Source: an optimization exercise on an open RTL-to-GDS flow (aim: small area, a short achievable clock period and few clock cycles). Production flows keep margins and buffers that such runs may drop.
The RTL was checked by simulation tests, not by an equivalence proof against the original design.

==> 09-10: inputs <==
==> flow/design.v (excerpt) <==
module fpu64 (
  input             clk,
  input             rst,         
  input             in_valid,
  output            in_ready,
  input      [1:0]  in_op,       
  input      [63:0] in_a,
  input      [63:0] in_b,
  output reg        out_valid,
  output reg [63:0] out_result
);
clock: 10.0 ns
lec_check: 0
abc_area: 1
cap_margin: 20
core_margin: 2
core_utilization: 30
setup_slack_margin: 5
slew_margin: 20
tns_end_percent: 0
run.sh (not shown) runs the stock make flow with config.mk's settings and CLKGATE_MAP_FILE= SYNTH_SCRIPT=/design/flow/synth_recipe.tcl, a recipe that flattens the netlist after the stock synthesis.
==> inputs of 06-14, as changes to 09-10 <==
--- a/flow/design.v
+++ b/flow/design.v
@@ -116,17 +116,17 @@
     end
   end
   wire        first = fst;              
   wire [65:0] Sg = first ? {1'b1, 65'd0} : S;
   wire [65:0] Cg = first ? 66'd0 : C;
   wire        cg = first ? 1'b0 : cin;
   wire        ng = first ? 1'b0 : negp;
   wire [12:0] yb = {Y[14:3], first ? 1'b0 : ylast};    
-  wire [52:0] MM = {1'b1, X[54:3]};     
+  wire [52:0] MM = X[55:3];
   function [55:0] booth_row;     
     input [2:0]  y;              
     input [52:0] m;
     reg          neg, one, two;
     reg   [53:0] mag;
     begin
       neg = y[2];
       one = y[1] ^ y[0];
@@ -158,17 +158,17 @@
   wire [77:0] t4s = t2c ^ Sgx ^ Cgx;
   wire [77:0] t4c = {((t2c & Sgx) | (t2c & Cgx) | (Sgx & Cgx)), 1'b0};
   wire [77:0] t5s = t3s ^ t3c ^ t4s;
   wire [77:0] t5c = {((t3s & t3c) | (t3s & t4s) | (t3c & t4s)), 1'b0};
   wire [77:0] t8s = t5s ^ t5c ^ t4c;
   wire [77:0] t8c = {((t5s & t5c) | (t5s & t4c) | (t5c & t4c)), 1'b0};
   wire [12:0] mlow = {1'b0, t8s[11:0]} + {1'b0, t8c[11:0]};
   localparam ND = 4;
-  wire [56:0] D2  = {3'b000, 1'b1, Y[54:3], 1'b0};    
+  wire [56:0] D2  = {3'b000, Y[55:3], 1'b0};
   wire [16:0] D2w = D2[56:40];
   function [1:0] srt_sel;     
     input [3:0] s;
     input [3:0] c;
     reg   [3:0] p, g;
     reg         sgn;
     begin
       p   = s ^ c;
@@ -190,21 +190,21 @@
   endfunction
   reg [56:0] ws, wc, ys2, yc2, mm;
   reg [16:0] vs, vc;
   reg [33:0] cp, cz, cn;
   reg  [1:0] qc, sp_, sz_, sn_;
   reg [ND-1:0] dqp, dqn;
   integer j;
   always @* begin
-    ws = S[56:0];
-    wc = C[56:0];
+    ws = first ? {4'd0, X[55:3]} : S[56:0];
+    wc = first ? 57'd0 : C[56:0];
     vs = ws[56:40];
     vc = wc[56:40];
-    qc = qnx;
+    qc = first ? 2'b10 : qnx;              
     for (j = 0; j < ND; j = j + 1) begin
       dqp[ND-1-j] = qc[1];
       dqn[ND-1-j] = qc[0];
       ys2 = {ws[55:0], 1'b0};
       yc2 = {wc[55:0], 1'b0};
       mm  = qc[1] ? ~D2 : (qc[0] ? D2 : 57'd0);
       ws  = ys2 ^ yc2 ^ mm;
       wc  = {((ys2[55:0] & yc2[55:0]) | (ys2[55:0] & mm[55:0]) | (yc2[55:0] & mm[55:0])), qc[1]};
@@ -214,20 +214,19 @@
       sp_ = srt_sel(cp[32:29], cp[15:12]);
       sz_ = srt_sel(cz[32:29], cz[15:12]);
       sn_ = srt_sel(cn[32:29], cn[15:12]);
       vs  = qc[1] ? cp[33:17] : (qc[0] ? cn[33:17] : cz[33:17]);
       vc  = qc[1] ? cp[16:0]  : (qc[0] ? cn[16:0]  : cz[16:0]);
       qc  = qc[1] ? sp_ : (qc[0] ? sn_ : sz_);
     end
   end
-  wire div_init = (ph == P_START) & div1;
-  always @(posedge clk) qnx <= div_init ? 2'b10 : qc;
-  wire        [55:0] Qo  = X;
-  wire        [55:0] QMo = Qn;
+  always @(posedge clk) qnx <= qc;
+  wire        [55:0] Qo  = first ? 56'd0 : X;
+  wire        [55:0] QMo = first ? {56{1'b1}} : Qn;
   reg [ND-1:0] lq, lqm;
   reg          hq, hqm, t;      
   integer k;
   always @* begin
     lq = {ND{1'b0}}; lqm = {ND{1'b1}}; hq = 1'b0; hqm = 1'b1;
     for (k = ND - 1; k >= 0; k = k - 1) begin
       if (dqp[k]) begin           
         lqm = {lq[ND-2:0], 1'b0};
@@ -298,109 +297,90 @@
       lzc64 = {~(v5[1] | v5[0]), v5[1] ? {1'b0, c5[9:5]} : {1'b1, c5[4:0]}};
     end
   endfunction
   wire [63:0] mark  = (~|E1[12:6]) ? (64'h8000000000000000 >> E1[5:0]) : 64'd0;
   wire  [6:0] lzr   = lzc64({csum, 7'd0} | mark);
   wire        czero = ~|csum;
   wire  [5:0] lzl   = lzr[5:0];
   wire prenorm = (mul1 | div1) & ~sp1 & (~X[55] | ~Y[55]);
-  reg signed [12:0] E1n;
-  reg               e_ok, e_z, e_lo;      
-  always @* begin
-    E1n = E1;
-    if (take0)
-      E1n = is_add ? e_add : e_md;
-    else if (v1 & ph == P_START & prenorm)
-      E1n = E1 - {12'd0, ~X[55]} + ((div1 & ~Y[55]) ? 13'sd1 : (~Y[55] ? -13'sd1 : 13'sd0));
-    else if (v1 & ph == P_DEN)
-      E1n = e_lo ? 13'sd1 : E1 + 13'sd1;
-  end
-  always @(posedge clk) begin
-    E1   <= E1n;
-    e_ok <= ~E1n[12] & (E1n != 13'sd0);
-    e_z  <= E1n == 13'sd0;
-    e_lo <= E1n < -13'sd60;
-  end
+  wire e_ok    = ~E1[12] & (E1 != 13'sd0);             
   assign done2 = v1 & ((ph == P_START & (sp1 | add_op)) |
                        (ph == P_F1 & e_ok) |
-                       (ph == P_DEN & (e_z | e_lo)));
+                       (ph == P_DEN & (E1 == 13'sd0 | E1 < -13'sd60)));
   always @(posedge clk) begin
     if (mul1) begin
       S   <= t8s[77:12];
       C   <= t8c[77:12];
       cin <= mlow[12];
       negp  <= yb[12];
       ylast <= yb[12];
       stk <= (first ? 1'b0 : stk) | (|mlow[11:0]);
-    end else if (div_init) begin
-      S   <= {13'd0, X[55:3]};
-      C   <= 66'd0;
     end else begin
       S   <= {9'd0, ws};
       C   <= {9'd0, wc};
     end
-    Qn <= div_init ? {56{1'b1}} : QMnew;
+    Qn <= QMnew;
     if (ph == P_F1 | (ph == P_START & (sp1 | add_op)))
       S <= {9'd0, div1 ? vdiv : csum};
     if (ph == P_DEN) begin
-      if (e_lo) S <= {65'd0, |S[56:0]};
+      if (E1 < -13'sd60) S <= {65'd0, |S[56:0]};
       else               S <= {10'd0, S[56:2], S[1] | S[0]};
     end
     lz3 <= (ph == P_DEN) ? 6'd1 : (div1 & ph == P_F1) ? {5'd0, ~vdiv[56]} : lzl;
     z3  <= czero & add_op;
     E3  <= (ph == P_DEN) ? 13'sd1 : E1;
     sp3 <= sp1; spk3 <= spk1; sg3 <= sg1; zs3 <= zs1;
     if (take0) begin
       X    <= {mbig, 3'b000};
       Y    <= (is_add & f_lt) ? {ma, 3'b000} : {al[55:1], al[0] | ast};
+      E1   <= is_add ? e_add : e_md;
       mul1 <= is_mul;
       div1 <= is_div;
       sp1  <= sp;
       spk1 <= spk;
       sg1  <= is_add ? (swap ? sbe : sa) : (sa ^ sb);
       zs1  <= sa & sbe;
       sub1 <= sa ^ sbe;
       ph   <= P_START;
       fst  <= 1'b1;
       cnt  <= 5'd0;
     end else if (v1) begin
       case (ph)
         P_START: begin
           if (prenorm) begin
             if (~X[55]) X <= {X[54:0], 1'b0};
             if (~Y[55]) Y <= {Y[54:0], 1'b0};
+            E1 <= E1 - {12'd0, ~X[55]} + ((div1 & ~Y[55]) ? 13'sd1 : (~Y[55] ? -13'sd1 : 13'sd0));
           end else begin
             fst <= 1'b0;
           end
           if (~prenorm & ~sp1 & ~add_op) begin
             ph  <= P_ITER;
-            if (mul1) begin
-              cnt <= 5'd1;
-              Y   <= {12'd0, Y[55:12]};
-            end else begin
-              cnt <= 5'd0;
-              X   <= 56'd0;
-            end
+            cnt <= 5'd1;
+            if (mul1) Y <= {12'd0, Y[55:12]};
+            else      X <= Qnew;
           end
         end
         P_ITER: begin
           cnt <= cnt + 5'd1;
           if (mul1) begin
             Y <= {12'd0, Y[55:12]};
             if (cnt == 5'd4) ph <= P_F1;
           end else begin
             X <= Qnew;
-            if (cnt == 56 / ND - 1) ph <= P_F1;    
+            if (cnt == 56 / ND - 1) ph <= P_F1;
           end
         end
         P_F1: begin
           if (~e_ok) ph <= P_DEN;
         end
-        default: ;  
+        default: begin  
+          E1 <= (E1 < -13'sd60) ? 13'sd1 : E1 + 13'sd1;
+        end
       endcase
     end
     if (rst) begin
       v1 <= 1'b0;
       v3 <= 1'b0;
     end else begin
       if (take0)      v1 <= 1'b1;
       else if (done2) v1 <= 1'b0;
==> flow/config.mk (replaced) <==
export PLATFORM = sky130hd
export DESIGN_NAME = fpu64
export DESIGN_NICKNAME = fpu64
export VERILOG_FILES = /design/flow/design.v
export SDC_FILE = /design/flow/constraint.sdc
export NUM_CORES = 4
export LEC_CHECK = 0
export CAP_MARGIN = 20
export CORE_MARGIN = 2
export CORE_UTILIZATION = 30
export SETUP_SLACK_MARGIN = 4
export SLEW_MARGIN = 20
export TNS_END_PERCENT = 0
==> comparison table <==
Total length of routed met2 wires: 09-10 162 mm; 06-14 173 mm
Post-Layout Cell Count: 09-10 14045; 06-14 12649
Placement Cell Area: 09-10 79700 um2; 06-14 82300 um2
Area of the multi-input gates: 09-10 53700 um2; 06-14 57600 um2
Post-route minimum period: 09-10 6120 ps; 06-14 7110 ps
FF-to-FF Start: 09-10 Y[7]$_DFFE_PP_; 06-14 ph[2]$_SDFFE_PP0P_
Flip-flop and latch count after synthesis: 09-10 559; 06-14 556
Post-synthesis xor/xnor area fraction: 09-10 6.20%; 06-14 7.22%
Total die area: 09-10 252000 um2; 06-14 259000 um2
Non-clock inverter count: 09-10 1465; 06-14 869
Outcome: 09-10 complete, no violations; 06-14 complete, no violations
CP startpoint: 09-10 Y[7]$_DFFE_PP_; 06-14 ph[2]$_SDFFE_PP0P_
Achievable Freq: 09-10 0.163 GHz; 06-14 0.141 GHz
Share of cells above drive strength 1: 09-10 8.12%; 06-14 10.9%
Share of Yosys cell area claimed by the top area cell type: 09-10 15.3%; 06-14 15.2%
Post-DP HPWL: 09-10 300 mm; 06-14 307 mm
Count of flip-flops with a built-in enable after synthesis: 09-10 250; 06-14 263
Clock Skew: 09-10 57.4 ps; 06-14 41.6 ps
Aggregate routed wire length: 09-10 396 mm; 06-14 412 mm
Core area: 09-10 246000 um2; 06-14 254000 um2
Sequential fraction of the synthesis area: 09-10 18.4%; 06-14 18.0%
Weighted congestion at the end of routability-driven global placement: 09-10 1.11; 06-14 1.04
Worst hold slack across all endpoints: 09-10 338 ps; 06-14 340 ps
Testbench counts of 09-10, summed over its fixed seeds: cycles 66,305.
Testbench counts of 06-14, summed over its fixed seeds: cycles 63,835.

==> afterwards: timing with drivers on the ports <==
The flow's constraints put no driver on any port. The routed layouts listed below were extracted and timed again, unchanged, in two steps. Step 1 sets driving cells, clkbuf_16 on the clock port and buf_2 on the other inputs (assumed; they add their load-dependent delay and slew). Step 2 adds t to the input delays and takes it off the output delays; t is the mean of the earliest and latest rising clock arrival at the registers after step 1. Input paths then give back, and output paths get back, about the clock's delay inside the block. Slacks: no drivers / after step 1 / after step 2; pairs: no drivers / after step 1.
run	t, ns	setup slack, ns	worst setup path after step 2	worst data-port slew with drivers (ns)	pins driven straight from the clock port
09-10	0.844	3.883 / 3.883 / 3.883	register to register	0.16	1
06-14	0.824	2.885 / 2.885 / 2.885	register to register	0.08	1
After both steps every run listed still meets setup and hold.
